Background: an optimization exercise with open tools, aiming at small area. Do not read the settings as production practice. In this exercise RTL edits were held to simulation tests only and were not proved equivalent to the original. Power and IR drop assume default switching activity.

==> flow/run.sh <==
#!/bin/bash
# synth_recipe.tcl (not shown) runs the flow's synth.tcl, then flattens the netlist and writes it again
# the make line also repeats each setting of config.mk as NAME=value (left out here)
make -C /OpenROAD-flow-scripts/flow DESIGN_CONFIG=/design/flow/config.mk WORK_HOME=/design/flow/orfs CLKGATE_MAP_FILE= SYNTH_SCRIPT=/design/flow/synth_recipe.tcl finish
==> flow/config.mk <==
export PLATFORM = sky130hd
export DESIGN_NAME = gnp_bitio
export DESIGN_NICKNAME = gnp_bitio
export VERILOG_FILES = /design/flow/design.v
export SDC_FILE = /design/flow/constraint.sdc
export NUM_CORES = 4
export LEC_CHECK = 0
export CAP_MARGIN = 20
export CORE_MARGIN = 2
export CORE_UTILIZATION = 30
export SETUP_SLACK_MARGIN = 0.5
export SLEW_MARGIN = 20
==> flow/constraint.sdc <==
create_clock -name core_clock -period 18.0 [get_ports {clk}]
set_input_delay 3.6000 -clock core_clock [delete_from_list [all_inputs] [get_ports {clk}]]
set_output_delay 3.6000 -clock core_clock [all_outputs]
set_load 0.01 [all_outputs]
==> flow/design.v <==
module gnp_bitmath (
    input  wire x,
    input  wire y,
    input  wire sub,
    input  wire c,
    output wire s,
    output wire co
);
    wire yy = y ^ sub;
    assign s  = x ^ yy ^ c;
    assign co = (x & yy) | (x & c) | (yy & c);
endmodule
module gnp_bitio (
    input  wire        clk,
    input  wire        rst,           
    input  wire        cmd_valid,
    output reg         cmd_ready,
    input  wire [31:0] cmd_data,
    output reg         rsp_valid,
    input  wire        rsp_ready,
    output reg  [31:0] rsp_data,
    output reg         rsp_last,
    output reg         mem_req,
    output reg         mem_we,
    output reg  [11:0] mem_addr,
    output reg  [31:0] mem_wdata,
    input  wire        mem_gnt,
    input  wire        mem_rvalid,
    input  wire [31:0] mem_rdata
);
    localparam [3:0] ST_OK = 4'd0, ST_INVCAP = 4'd1, ST_CAPEXC = 4'd2,
                     ST_OVF = 4'd3, ST_PADNZ = 4'd4, ST_MISAL = 4'd5,
                     ST_BITSR = 4'd6, ST_RANGE = 4'd7, ST_BUFB = 4'd8,
                     ST_NOTB = 4'd9, ST_FAULTED = 4'd10, ST_ILLEGAL = 4'd11,
                     ST_DESYNC = 4'd12;
    localparam [3:0] C_POP = 4'd0, C_BREQ = 4'd1, C_WNEW = 4'd2, C_WBITS = 4'd3,
                     C_WFLUSH = 4'd4, C_WALIGN = 4'd5, C_WBYTES = 4'd6, C_WINT = 4'd7,
                     C_RNEW = 4'd8, C_RBITS = 4'd9, C_RALIGN = 4'd10, C_RBYTES = 4'd11,
                     C_RINT = 4'd12, C_ILL = 4'd13;
    localparam [3:0] S_IDLE = 4'd0, S_HCOPY = 4'd1, S_OPW = 4'd2, S_OPASS = 4'd3,
                     S_CHK = 4'd4, S_PUSH = 4'd5, S_STORE = 4'd6, S_BSET = 4'd7,
                     S_BWAIT = 4'd8, S_DEC4 = 4'd9, S_POP = 4'd10, S_RREQ = 4'd11,
                     S_RWAIT = 4'd12, S_LOAD = 4'd13, S_SEND = 4'd14;
    reg [3:0]  state;
    reg [3:0]  cls;
    reg [1:0]  opn;           
    reg [5:0]  k;             
    reg [5:0]  L;             
    reg [3:0]  ST;            
    reg        c;             
    reg        f1, f2, f3;    
    reg        lst;           
    reg        dat;           
    reg [31:0] A, B;
    reg [31:0] wsc;
    reg [4:0]  wsb;
    reg [17:0] wav;
    reg [11:0] wptr;
    reg        wbound, wfault, wdesync;
    reg [31:0] rsc;
    reg [5:0]  rcnt;
    reg [12:0] rrem;
    reg [11:0] rptr;
    reg        rbound;
    wire [7:0] hop   = cmd_data[7:0];
    wire       hz24  = cmd_data[31:8] == 24'd0;
    wire       hz18  = cmd_data[31:14] == 18'd0;
    reg  [3:0] dcls;
    always @* begin
        case (hop)
            8'h01:   dcls = hz24 ? C_POP    : C_ILL;
            8'h02:   dcls = hz24 ? C_BREQ   : C_ILL;
            8'h10:   dcls = hz24 ? C_WNEW   : C_ILL;
            8'h11:   dcls = hz18 ? C_WBITS  : C_ILL;
            8'h12:   dcls = hz24 ? C_WFLUSH : C_ILL;
            8'h13:   dcls = hz24 ? C_WALIGN : C_ILL;
            8'h14:   dcls = C_WBYTES;
            8'h15:   dcls = hz24 ? C_WINT   : C_ILL;
            8'h20:   dcls = hz24 ? C_RNEW   : C_ILL;
            8'h21:   dcls = hz18 ? C_RBITS  : C_ILL;
            8'h23:   dcls = hz24 ? C_RALIGN : C_ILL;
            8'h24:   dcls = C_RBYTES;
            8'h25:   dcls = hz24 ? C_RINT   : C_ILL;
            default: dcls = C_ILL;
        endcase
    end
    wire       busbit = k[5] ? 1'b0 : cmd_data[k[4:0]];
    wire [5:0] nrc    = 6'd0 - rcnt;
    wire       rbit   = rsc[nrc[4:0]];
    wire       need   = k < L;
    reg  sx, sy, ssub;
    wire ss, sco;
    gnp_bitmath u_add (.x(sx), .y(sy), .sub(ssub), .c(c), .s(ss), .co(sco));
    wire sneg = sx ^ ~sy ^ sco;       
    wire isnew = (cls == C_WNEW) || (cls == C_RNEW);
    wire isum  = isnew && (opn == 2'd1);
    wire popv  = need & rbit;
    always @* begin
        sx = busbit; sy = B[0]; ssub = 1'b1;
        case (state)
            S_OPASS: begin
                if (isum) begin
                    sx = busbit; sy = (k >= 6'd2) & B[30]; ssub = 1'b0;
                end else if (cls == C_WINT && opn == 2'd1) begin
                    sx = A[0]; sy = busbit; ssub = 1'b1;
                end
            end
            S_POP:  begin sx = popv; sy = B[0]; ssub = 1'b0; end
            S_DEC4: begin sx = B[0]; sy = (k == 6'd2); ssub = 1'b1; end
            default: ;
        endcase
    end
    wire [2:0]  wpad = 3'd0 - wsb[2:0];
    wire [2:0]  rpad = rcnt[2:0];
    wire [5:0]  cl   = (cls == C_WALIGN) ? {3'd0, wpad} :
                       (cls == C_RALIGN) ? {3'd0, rpad} : L;
    wire [14:0] cmpv = (cls == C_RBYTES) ? {rrem, rcnt[4:3]} : wav[17:3];
    wire        nbig = (B[23:15] != 9'd0) || (B[14:0] > cmpv);
    wire        bzero = (B[23:0] == 24'd0);
    wire        w_capx = (wav[17:6] == 12'd0) && (cl > wav[5:0]);
    wire        r_ovf  = (rrem == 13'd0) && (cl > {1'b0, rcnt[4:0]});
    wire        rok    = !f2 && (L != 6'd0) && f1 && !f3;
    wire        l_big  = L > 6'd32;
    reg [3:0] code;
    always @* begin
        code = ST_OK;
        case (cls)
            C_POP:  code = ST_OK;
            C_BREQ: code = f2 ? ST_RANGE : ST_OK;
            C_WNEW, C_RNEW:
                code = (cmd_data[1:0] != 2'd0) ? ST_INVCAP : f1 ? ST_BUFB : ST_OK;
            C_WFLUSH:
                code = !wbound ? ST_NOTB : wfault ? ST_FAULTED : ST_OK;
            C_WBITS, C_WINT, C_WALIGN, C_WBYTES: begin
                if (!wbound)                                code = ST_NOTB;
                else if (wfault)                            code = ST_FAULTED;
                else if (wdesync)                           code = ST_DESYNC;
                else if (cls == C_WBITS && l_big)           code = ST_BITSR;
                else if (cls == C_WINT && !rok)             code = ST_RANGE;
                else if (cls == C_WALIGN && wpad == 3'd0)   code = ST_OK;
                else if (cls == C_WBYTES && wsb[2:0] != 3'd0) code = ST_MISAL;
                else if (cls == C_WBYTES ? nbig : w_capx)   code = ST_CAPEXC;
                else                                        code = ST_OK;
            end
            C_RBITS, C_RINT, C_RALIGN, C_RBYTES: begin
                if (!rbound)                                code = ST_NOTB;
                else if (cls == C_RBITS && l_big)           code = ST_BITSR;
                else if (cls == C_RINT && (f2 || L == 6'd0)) code = ST_RANGE;
                else if (cls == C_RALIGN && rpad == 3'd0)   code = ST_OK;
                else if (cls == C_RBYTES && rcnt[2:0] != 3'd0) code = ST_MISAL;
                else if (cls == C_RBYTES ? nbig : r_ovf)    code = ST_OVF;
                else                                        code = ST_OK;
            end
            default: code = ST_ILLEGAL;
        endcase
    end
    wire code_ok = code == ST_OK;
    wire wlatch  = (cls == C_WBITS || cls == C_WINT || cls == C_WALIGN || cls == C_WBYTES) &&
                   (code == ST_DESYNC || code == ST_BITSR || code == ST_RANGE ||
                    code == ST_MISAL || code == ST_CAPEXC);
    wire last_op = isum ? (k == 6'd33) : (k == 6'd31);
    wire [1:0] nops = (cls == C_WINT) ? 2'd3 : (cls == C_POP) ? 2'd1 : 2'd2;
    wire [5:0] lv  = dat ? L : {2'b0, ST};
    always @* begin
        cmd_ready = 1'b0;
        case (state)
            S_IDLE:  cmd_ready = (dcls != C_WBYTES) && (dcls != C_RBYTES);
            S_HCOPY: cmd_ready = (k == 6'd39);
            S_OPASS: cmd_ready = last_op && !isum;
            S_CHK:   cmd_ready = isnew || (cls == C_WBITS && !code_ok);
            S_PUSH:  cmd_ready = !need && (cls == C_WBITS || cls == C_WBYTES);
            S_BWAIT: cmd_ready = (ST != ST_OK);
            default: cmd_ready = 1'b0;
        endcase
        rsp_valid = (state == S_SEND);
        rsp_data  = A;
        rsp_last  = lst;
        mem_req   = (state == S_STORE) || (state == S_RREQ);
        mem_we    = (state == S_STORE);
        mem_addr  = (state == S_STORE) ? wptr : rptr;
        mem_wdata = wsc;
    end
    always @(posedge clk) begin
        if (rst) begin
            state  <= S_IDLE;
            wbound <= 1'b0;
            rbound <= 1'b0;
        end else begin
            case (state)
            S_IDLE: if (cmd_valid) begin
                cls <= dcls;
                L   <= cmd_data[13:8];
                opn <= 2'd0;
                k   <= 6'd0;
                dat <= 1'b0;
                case (dcls)
                    C_WBYTES, C_RBYTES:                 state <= S_HCOPY;
                    C_POP, C_BREQ, C_WNEW, C_RNEW,
                    C_WINT, C_RINT, C_WBITS:            state <= S_OPW;
                    default:                            state <= S_CHK;
                endcase
            end
            S_HCOPY: begin
                B <= {busbit, B[31:1]};
                k <= k + 6'd1;
                if (k == 6'd39) state <= S_CHK;
            end
            S_OPW: if (cmd_valid) begin
                k  <= 6'd0;
                c  <= !isnew;
                if (isnew) begin
                    f1 <= 1'b0;
                    f2 <= 1'b0;
                end
                f3 <= 1'b0;
                state <= (cls == C_WBITS) ? S_CHK : S_OPASS;
            end
            S_OPASS: begin
                k <= k + 6'd1;
                c <= sco;
                if (cls == C_POP) begin
                    L <= L + {5'd0, busbit};
                end else if (isum) begin
                    B <= {B[0], B[31:1]};
                    if (k < 6'd14) f2 <= f2 | ss;
                    if (k == 6'd14) f1 <= f1 | (ss & f2);
                    if (k > 6'd14) f1 <= f1 | ss;
                    if (k == 6'd33) f1 <= f1 | ss | sco;
                end else if (opn == 2'd0) begin
                    if (cls == C_WINT) A <= {busbit, A[31:1]};
                    else               B <= {busbit, B[31:1]};
                end else if (cls == C_WINT && opn == 2'd1) begin
                    A <= {ss, A[31:1]};
                    B <= {busbit, B[31:1]};
                    if (k == 6'd31) f1 <= !sneg;
                end else begin
                    B <= {B[0], B[31:1]};
                    if (ss) L <= k + 6'd1;
                    if (k == 6'd31) f2 <= sneg;
                    if (cls == C_WINT) begin
                        A <= {A[0], A[31:1]};
                        if (A[0] != ss) f3 <= A[0];
                    end
                end
                if (last_op) begin
                    opn <= opn + 2'd1;
                    if (isum || opn + 2'd1 == nops) state <= S_CHK;
                    else                             state <= S_OPW;
                end
            end
            S_CHK: begin
                ST  <= code;
                lst <= 1'b1;
                k   <= 6'd0;
                if (wlatch) wfault <= 1'b1;
                state <= S_LOAD;
                case (cls)
                    C_POP, C_BREQ, C_RBITS, C_RINT: lst <= !code_ok;
                    C_RBYTES: lst <= !code_ok || bzero;
                    C_WNEW: if (code_ok) begin
                        wptr    <= {B[9:0], B[31:30]};
                        wav     <= {cmd_data[14:2], 5'd0};
                        wsb     <= 5'd0;
                        wfault  <= 1'b0;
                        wdesync <= 1'b0;
                        wbound  <= 1'b1;
                    end
                    C_RNEW: if (code_ok) begin
                        rptr   <= {B[9:0], B[31:30]};
                        rrem   <= cmd_data[14:2];
                        rcnt   <= 6'd0;
                        rbound <= 1'b1;
                    end
                    C_WBITS, C_WINT: if (code_ok) state <= S_PUSH;
                    C_WALIGN: begin
                        L <= {3'd0, wpad};
                        if (code_ok && wpad != 3'd0) state <= S_PUSH;
                    end
                    C_WFLUSH: begin
                        L <= 6'd32 - {1'b0, wsb};
                        if (code_ok && wsb != 5'd0) state <= S_PUSH;
                    end
                    C_WBYTES: if (!bzero) state <= S_BSET;
                    C_RALIGN: begin
                        L  <= {3'd0, rpad};
                        f1 <= 1'b0;
                        if (code_ok && rpad != 3'd0) state <= S_POP;
                    end
                    default: ;
                endcase
            end
            S_PUSH: begin
                if (need) begin
                    wsc <= {(cls == C_WINT) ? A[0] :
                            (cls == C_WBITS || cls == C_WBYTES) ? busbit : 1'b0,
                            wsc[31:1]};
                    wsb <= wsb + 5'd1;
                    wav <= wav - 18'd1;
                    k   <= k + 6'd1;
                    if (cls == C_WINT) A <= {1'b0, A[31:1]};
                    if (wsb == 5'd31) state <= S_STORE;
                end else begin
                    k <= 6'd0;
                    c <= 1'b1;
                    if (cls == C_WFLUSH) wdesync <= 1'b1;
                    state <= (cls == C_WBYTES) ? S_DEC4 : S_LOAD;
                end
            end
            S_STORE: if (mem_gnt) begin
                wptr  <= wptr + 12'd1;
                state <= S_PUSH;
            end
            S_BSET: begin
                L   <= (B[23:2] == 22'd0) ? {1'b0, B[1:0], 3'd0} : 6'd32;
                lst <= (B[23:3] == 21'd0) && (B[2:0] <= 3'd4);
                k   <= 6'd0;
                c   <= 1'b0;
                state <= (cls == C_WBYTES) ? S_BWAIT : S_POP;
            end
            S_BWAIT: if (cmd_valid) begin
                k <= 6'd0;
                c <= 1'b1;
                state <= (ST == ST_OK) ? S_PUSH : S_DEC4;
            end
            S_DEC4: begin
                B <= {ss, B[31:1]};
                c <= sco;
                k <= k + 6'd1;
                if (k == 6'd31) begin
                    k <= 6'd0;
                    if (cls == C_RBYTES) state <= S_SEND;
                    else                 state <= lst ? S_LOAD : S_BSET;
                end
            end
            S_POP: begin
                if (need && rcnt == 6'd0) begin
                    state <= S_RREQ;
                end else begin
                    if (need) rcnt <= rcnt - 6'd1;
                    if (cls == C_RINT) begin
                        A <= {ss, A[31:1]};
                        B <= {B[0], B[31:1]};
                        c <= sco;
                    end else begin
                        A <= {popv, A[31:1]};
                    end
                    f1 <= f1 | popv;
                    k  <= k + 6'd1;
                    if (k == 6'd31) begin
                        k <= 6'd0;
                        c <= 1'b1;
                        if (cls == C_RALIGN) begin
                            ST    <= (f1 | popv) ? ST_PADNZ : ST_OK;
                            state <= S_LOAD;
                        end else if (cls == C_RBYTES) begin
                            state <= S_DEC4;
                        end else begin
                            state <= S_SEND;
                        end
                    end
                end
            end
            S_RREQ: if (mem_gnt) state <= S_RWAIT;
            S_RWAIT: if (mem_rvalid) begin
                rsc   <= mem_rdata;
                rcnt  <= 6'd32;
                rptr  <= rptr + 12'd1;
                rrem  <= rrem - 13'd1;
                state <= S_POP;
            end
            S_LOAD: begin
                A <= {(k < 6'd6) ? lv[k[2:0]] : 1'b0, A[31:1]};
                k <= k + 6'd1;
                if (k == 6'd31) state <= S_SEND;
            end
            S_SEND: if (rsp_ready) begin
                k   <= 6'd0;
                c   <= 1'b0;
                dat <= 1'b1;
                if (lst) state <= S_IDLE;
                else begin
                    lst <= 1'b1;
                    case (cls)
                        C_POP, C_BREQ: state <= S_LOAD;
                        C_RBYTES:      state <= S_BSET;
                        default:       state <= S_POP;
                    endcase
                end
            end
            default: state <= S_IDLE;
            endcase
        end
    end
endmodule
==> results by group, run 1 <==
Status
  – Status: complete, no violations

Synthesis
  – Yosys cell types: 93
  – Syn Inst Count: 1327
  – Mean Syn Cell Area: 10.4 sq um
  – Synthesis Warnings: 1
  – Seq cells post-synth: 230
  – Ys async rst share: 0%
  – Sequential area share after synthesis: 49.5%
  – Synth top area share: 48.6%
  – Top post-synthesis cells by count: 224 x edfxtp_1, 132 x nor2_1, 109 x nand2_1, 86 x a21oi_1, 77 x o21ai_0
  – Post-synth EDFFs: 224
  – Synth Flop Type: edfxtp_1
  – Synthesized area: 13800 sq um
  – Most frequent cell after synthesis: edfxtp_1
  – Area leader, netlist: edfxtp_1
  – Synth top area cells: edfxtp_1 49%, ha_1 4.9%, nor2_1 3.6%, a21oi_1 3.1%, nand2_1 3.0%

STA
  – Hold_ws: 0.424 ns
  – Clock Skews: 0.0169 ns
  – Max Fclk: 91.5 MHz
  – Slew margin rel.: 29.4%
  – Setup_tns: 0 ns
  – Setup WS post-layout: 7.07 ns
  – Crit path time final: 10.93 ns
  – Final Hold Viols: 0
  – Final Setup Violations: 0
  – Slew at the pin closest to its max-slew limit: 1.05 ns
  – RSZ-0062 raised after global routing: no
  – Slew Limit Fails: 0
  – Post-route clock period utilization: 60.7%

Critical path
  – Worst r2r path cells: 13
  – Arrival @ worst endpoint: 7.33 ns
  – Reg2reg start: cls[3]$_DFFE_PP_
  – Crit path capture type: primary output
  – Worst EP required: 14.40 ns
  – Worst Setup Start Kind: input pin
  – Kind of critical path: in2out
  – Crit path from: cmd_data[17]
  – Crit path max fanout: 5

Global route
  – All-layer global routing usage: 17.9%
  – Largest net degree at the start of global routing: 46
  – Grt ovf: 0
  – First-pass GRT wire length: 66.3 mm
  – Vias in the first global route: 11000
  – Antenna violations before repair: 1

Detailed routing
  – Initial detailed-routing violation count: 961
  – Metal2 WL: 20.8 mm
  – Via density per instance: 5.43
  – # DRC: 0
  – WL per Instance: 20.9 um
  – Via Count: 11300
  – DRT met1 WL: 18.3 mm
  – Detailed Routing Iterations Pass 1: 6
  – WL met3: 2.93 mm
  – DR top layer: met4
  – Drt total wl: 43.6 mm
  – Final ANT Viol Nets: 0

Power
  – Worst VDD drop: 0.0608 mV
  – Leakage: 5.80 nW
  – PD cells: 105 nW/um^2

Placed design
  – Hpwl dp: 32.7 mm
  – Pre-CTS setup slack: 7.19 ns
  – GPL Wtd Cong: 0.922
  – Port-buffer cells: 150

Min path
  – Hold Path Class: reg2reg
  – Worst hold stages: 0
  – Hold Crit Start: B[28]$_DFFE_PP_

Clock network
  – Clock latency (worst-skew pair): 0.56 ns
  – CTS tree: built
  – Post-CTS Setup Bufs: 0
  – CTS Buf Count: 28
  – Hold buffer count at CTS: 0
  – Root buffer cell: clkbuf_16
  – CTS resizes: 0
  – Clock transition at the registers of the reported paths: 0.05 ns
  – H-tree depth: 1
  – Max clock buf depth: 3
  – Clock sinks: 230

Final layout
  – NumNets Final: 1589
  – Fill count: 4524
  – Post-layout util: 37.4%
  – Synth-to-layout area growth: 22.8%
  – Share of layout cells above drive strength 1: 7.70%

Die
  – Initial Utilization: 30.4%
  – FP Rows: 78
  – Die width: 219 um
  – Core area: 45500 sq um
  – Die area: 47900 sq um
  – Vert. Die Dim: 219 um
  – # IOs: 151

Job
  – Max-Cap Viols: 0
[final timing paths]
check / to / slack, ns
worst max register to register: rcnt[1]$_DFFE_PP_ / 12.12
worst min register to register: B[27]$_DFFE_PP_ / 0.42
worst min-delay path: B[27]$_DFFE_PP_ / 0.42
worst max-delay path: cmd_ready / 7.07
[cells in the final DEF (no fill, tap or decap), types with 7 or more instances in the layout]
master	instances
o31ai_1	8
o221ai_1	7
buf_4	25
a211oi_1	7
nor2b_1	14
or3_1	13
nor3_1	45
o21ai_0	77
o22ai_1	9
nor4_1	19
o21ai_1	16
inv_1	50
mux2_2	8
a221oi_1	10
nand2b_1	19
xnor2_1	39
clkdlybuf4s50_1	150
a31oi_1	19
nor3b_1	7
ha_1	54
nor2_1	130
edfxtp_1	224
xor2_1	28
a21oi_1	86
and3_1	17
mux2i_1	30
nand4_1	13
clkbuf_16	29
nand2_1	109
and2_1	9
o211ai_1	11
a21o_1	9
mux4_2	12
nand3_1	44
[per-stage QoR]
step                      power (mW)  instance area [sq um]  instances
after floorplan                 1.04                  13800       1327
after global placement          1.21                  16000       2033
after detailed placement        1.22                  16100       2034
after CTS                       1.80                  17000       2081
after global routing            1.88                  17000       2081
final                           1.79                  17000       2082
[sequential cells by signal, indices dropped and copies added, names as in the netlist, 2 cells and up]
name / flops
cls: 4
wsc: 32
ST: 4
A: 32
rrem: 13
rcnt: 6
state: 4
wsb: 5
B: 32
rsc: 32
k: 6
wav: 18
L: 6
opn: 2
wptr: 12
rptr: 12
[report_power, final]
| group | switching [mW] | leakage (nW) | internal [mW] |
|---|---|---|---|
| combinational | 0.334 | 3.27 | 0.201 |
| clock | 0.229 | 0.454 | 0.349 |
| sequential | 0.0376 | 2.08 | 0.641 |
| total | 0.600 | 5.80 | 1.19 |
[worst max-delay path, cell delays in order]
cell and delay, ns:
clkdlybuf4s50_1 0.45, nor4_1 0.50, nand2_1 0.25, nor3_1 0.45
a32oi_1 0.16, o21ai_1 0.38, ha_1 0.22, inv_1 0.06
nor3_2 0.21, a311oi_1 0.12, a311o_1 0.36, clkdlybuf4s50_1 0.55
[layer usage]
metal,track usage [%],vias up
met5,0,-
met4,6.55,0
met3,2.52,84
met2,29.5,442
met1,24.0,5486
li1,-,5291
[cells by family (layout without fill, tap and decap cells)]
| logic type | count (synthesis) | count (layout) | synth area share [%] |
|---|---|---|---|
| DFF | 230 | 230 | 49.5 |
| xor gates and xnor gates | 68 | 68 | 4.36 |
| muxes | 61 | 61 | 6.12 |
| other | 0 | 1 | 0 |
| and+or+nand+nor | 467 | 467 | 16.3 |
| adders and majority gates | 56 | 56 | 5.10 |
| buffers and inverters | 125 | 279 | 3.62 |
| AOI/OAI and AO/OA | 320 | 320 | 15.0 |
[area by class of cell]
cell class | count | area [sq um] | share of cell area [%]
sequential | 230 | 6850 | 40.3
multi-input combinational | 972 | 6550 | 38.6
timing repair buffer | 176 | 1700 | 10.0
tap | 600 | 751 | 4.42
clock buffer | 31 | 733 | 4.31
inverter | 56 | 213 | 1.25
clock inverter | 16 | 194 | 1.14
antenna | 1 | 2.50 | 0.0147
==> inputs of run 2 (changes only) <==
==> flow/flow/run.sh (new file) <==
#!/bin/bash
# Standard ORFS layout (the standard.sh, standard synthesis unchanged) with
# these changes: synthesis buffers are removed at floorplan, port buffers use
# the smallest buffer cell, and CTS uses smaller clock buffers with larger
# sink clusters and no dummy loads. The make output goes to a log file in the
# work folder; ORFS keeps each step's log in orfs/logs.
set -euo pipefail
export REMOVE_ABC_BUFFERS=1
export BUFFER_PORTS_ARGS="-buffer_cell sky130_fd_sc_hd__buf_1"
export CTS_ARGS="-sink_clustering_enable -repair_clock_nets -dont_use_dummy_load -buf_list sky130_fd_sc_hd__clkbuf_8 -sink_clustering_size 20 -sink_clustering_max_diameter 60"
bash standard.sh finish > standard_flow.log 2>&1
==> flow/standard.sh (new file) <==
#!/bin/bash
# synth_recipe.tcl (not shown) runs the flow's synth.tcl, then flattens the netlist and writes it again
# the make line also repeats each setting of config.mk as NAME=value (left out here)
make -C /OpenROAD-flow-scripts/flow DESIGN_CONFIG=/design/flow/config.mk WORK_HOME=/design/flow/orfs CLKGATE_MAP_FILE= SYNTH_SCRIPT=/design/flow/synth_recipe.tcl "${@:-finish}"
--- a/flow/config.mk
+++ b/flow/config.mk
@@ -6,7 +6,9 @@
 export NUM_CORES = 4
 export LEC_CHECK = 0
+export ABC_AREA = 1
 export CAP_MARGIN = 20
 export CORE_MARGIN = 2
-export CORE_UTILIZATION = 30
+export CORE_UTILIZATION = 60
+export GPL_TIMING_DRIVEN = 0
 export SETUP_SLACK_MARGIN = 0.5
 export SLEW_MARGIN = 20
removed: flow/run.sh
==> run 2 against run 1 <==
Via count up 7.2%. Register-to-register slack better by 0.59 ns. Final area down 12%. Core utilization up 29 points. Sequential share of layout area up 5.3 points. Largest cell class unchanged. Die area down 50%. Sequential power up 9.6%. Clock power down 52%. First-iteration DRC count up 46%. Non-clock buffer count down 11. Count of clock-buffer cells in the layout down 9.
==> results by group, run 2 <==
Critical path
  – Kind of critical path: in2out
  – CP delay by family, top: simple AND/OR/NAND/NOR gates
  – Slowest CP cell: nor2_1
  – Max stage delay on crit path: 0.38 ns
  – Arrival @ worst endpoint: 6.21 ns
  – Reg2reg start: state[0]$_SDFFE_PP0P_
  – Crit path capture type: primary output
  – Reg2Reg Setup Slack: 12.71 ns
  – CP Cell Sequence: buf_1, or2_1, nor3_1, nand2_1, inv_1, nand2_1, a21oi_1, nand4_1, nor2_1, inv_1, nand2_1, nand2_1, nand2_1, nand2_1, nand4_1, buf_1
  – Worst r2r path cells: 14
  – Critical path buffers and inverters: 4
  – Crit path max fanout: 5
  – Worst Setup Start Kind: input pin
  – Worst EP required: 14.40 ns
  – Most Frequent Cell on Critical Path: nand2_1
  – Reg2reg end: L[3]$_DFFE_PP_

Status
  – Status: complete, no violations

Global route
  – All-layer global routing usage: 32.1%
  – Grt ovf: 0
  – First-pass GRT wire length: 60.1 mm
  – Largest net degree at the start of global routing: 35
  – Vias in the first global route: 11200
  – Antenna violations before repair: 0

Final layout
  – Share of layout cells above drive strength 1: 5.39%
  – Fill count: 1907
  – Most common cell after layout, fill and taps aside: nand2_1
  – NumNets Final: 1888
  – Ant diodes: 0
  – Post-layout util: 66.5%
  – Final Instance Count excl. Fillers: 2046
  – Design area: 15000 sq um
  – Most frequent cells in the layout: 343 x nand2_1, 224 x edfxtp_1, 205 x inv_1, 204 x nor2_1, 150 x buf_1
  – Synth-to-layout area growth: 9.37%

STA
  – Final Setup Violations: 0
  – Final Hold Viols: 0
  – Max Fclk: 102 MHz
  – Post-route clock period utilization: 54.5%
  – Slew margin rel.: 29.3%
  – Slew at the pin closest to its max-slew limit: 1.06 ns
  – Setup_tns: 0 ns
  – Crit path time final: 9.81 ns
  – Slew Limit Fails: 0
  – RSZ-0062 raised after global routing: no
  – Clock Skews: 0.0521 ns

Synthesis
  – Yosys cell types: 64
  – Syn Inst Count: 1609
  – Synth top area cells: edfxtp_1 49%, nand2_1 9.4%, nor2_1 5.8%, inv_1 5.6%, o21ai_0 5.0%
  – Synthesized area: 13700 sq um
  – Synthesis Warnings: 1
  – Synth Flop Type: edfxtp_1
  – Ys async rst share: 0%
  – Mean Syn Cell Area: 8.53 sq um
  – Synth top area share: 49.0%
  – Top post-synthesis cells by count: 343 x nand2_1, 224 x edfxtp_1, 213 x nor2_1, 205 x inv_1, 136 x o21ai_0
  – Post-synth EDFFs: 224
  – Seq cells post-synth: 230
  – Most frequent cell after synthesis: nand2_1
  – Area leader, netlist: edfxtp_1
  – Sequential area share after synthesis: 49.9%

Clock network
  – CTS Buf Count: 22
  – CTS tree: built
  – Hold buffer count at CTS: 0
  – Clock sinks: 230
  – Post-CTS Setup Bufs: 0
  – Max clock buf depth: 3
  – Root buffer cell: clkbuf_8
  – CTS resizes: 0
  – Clock latency (worst-skew pair): 0.56 ns
  – Clock transition at the registers of the reported paths: 0.12 ns
  – H-tree depth: 1

Detailed routing
  – Detailed Routing Iterations Pass 1: 6
  – Via density per instance: 5.92
  – DR top layer: met4
  – Initial detailed-routing violation count: 1401
  – Via Count: 12100
  – DRT met1 WL: 15.9 mm
  – # DRC: 0
  – WL per Instance: 19.1 um
  – Final ANT Viol Nets: 0
  – WL met3: 3.73 mm
  – Drt total wl: 39.0 mm
  – Metal2 WL: 17.7 mm

Die
  – Vert. Die Dim: 155 um
  – Initial Utilization: 60.8%
  – Die area: 24100 sq um
  – Core area: 22600 sq um
  – Die width: 155 um
  – # IOs: 151
  – FP Rows: 55

Job
  – Max-Cap Viols: 0

Min path
  – Worst Hold Path EP: B[27]$_DFFE_PP_
  – Hold Crit Start: B[28]$_DFFE_PP_
  – Hold Path Class: reg2reg
  – Worst hold stages: 0

Power
  – Power, Total: 1.65 mW
  – Leakage: 5.89 nW
  – PD cells: 110 nW/um^2
  – Worst VDD drop: 0.0773 mV

Placed design
  – Placed cell area: 14700 sq um
  – Hpwl dp: 29.9 mm
  – Port-buffer cells: 150
  – GPL Wtd Cong: 0.998
  – Placed cells: 2024
run 2: changes by cell type after synthesis, moves of 12 or more:
cell / change
and3_1: -17
clkbuf_1: -29
inv_1: +155
mux2i_1: -27
mux4_2: -12
nand2_1: +234
nand2b_1: -19
nand3_1: +35
nor2_1: +81
nor2b_1: -14
nor4_1: -13
o21ai_0: +59
or3_1: -13
xnor2_1: -35
run 2: per-layer routing:
layer,vias to the layer above,track usage [%]
li1,5786,-
met1,5620,42.9
met2,604,51.6
met3,108,6.63
met4,0,13.1
met5,-,0
run 2: logic make-up (layout without fill, tap and decap cells):
family,count (synthesis),in the layout,share of synthesized area (%)
adders and majority gates,55,55,5.07
AOI/OAI and AO/OA,292,292,12.3
and+or+nand+nor,742,742,23.3
buffers and inverters,255,407,7.20
xor gates and xnor gates,32,32,2.04
DFF,230,230,49.9
muxes,3,3,0.219
run 2: layout make-up:
class,count,area [sq um],area share (%)
multi-input cells,1124,5980,39.8
clock buffers,22,303,2.02
well taps,285,357,2.38
flip-flops and latches,230,6850,45.6
inverters,220,826,5.50
repair buffers,165,696,4.64
run 2: through the flow:
stage / setup slack, ns / hold slack [ns]
floorplan: 8.52 / 0.400
global placement: 5.97 / 0.405
detailed placement: 8.18 / 0.410
CTS: 8.19 / 0.412
global route: 7.96 / 0.432
finish: 8.19 / 0.405
run 2: how the worst max path moves through the flow:
stage / from / end / slack [ns] / depth (start not counted)
2_1_floorplan: rst / A[0]$_DFFE_PP_ / 8.52 / 3
3_3_place_gp: rst / B[7]$_DFFE_PP_ / 5.97 / 4
3_5_place_dp: cmd_data[0] / cmd_ready / 8.18 / 19
4_1_cts: cmd_data[0] / cmd_ready / 8.19 / 19
5_1_grt: cmd_data[0] / cmd_ready / 7.96 / 19
6_report: cmd_data[14] / cmd_ready / 8.19 / 16
run 2: worst register-to-register path: cells and delay by family (launching register included):
kind                       cells  cell delay, ns
buffers and inverters          3            0.94
AOI/OAI and AO/OA              3            1.04
xor gates and xnor gates       1            0.16
DFF                            1            0.51
and+or+nand+nor                6            1.64
adders and majority gates      1            0.62
run 2: power breakdown:
| group | leakage (nW) | switching (mW) | internal (mW) |
|---|---|---|---|
| clock network | 0.158 | 0.167 | 0.109 |
| logic | 3.65 | 0.437 | 0.189 |
| registers | 2.08 | 0.0667 | 0.677 |

==> static timing again, ports no longer ideal <==
Ports are ideal in the flow. The routed layouts listed here were re-timed in OpenROAD. Step 1: set_driving_cell puts a clkbuf_16 on clk and a buf_2 on each other input, an assumption about the parent block. Step 2 moves the port delays by t, midway between the first and last clock arrival at a register: inputs arrive t later, outputs are due t later. That takes back most of the time a late clock gives input paths. Three values: ideal, step 1, step 2; two values: the first two.
| run | shift t [ns] | setup slack, ns | worst register clock-pin slew, ns | worst data-port slew with drivers (ns) |
|---|---|---|---|---|
| run 1 | 0.609 | 7.074 / 7.053 / 7.053 | 0.06 / 0.06 | 0.12 |
| run 2 | 0.579 | 8.195 / 8.164 / 8.164 | 0.12 / 0.12 | 0.05 |
After both steps every run listed still meets setup and hold. For run 2, which loses most, drivers alone change the setup slack by -0.031 ns; drivers and shift together by -0.031 ns.
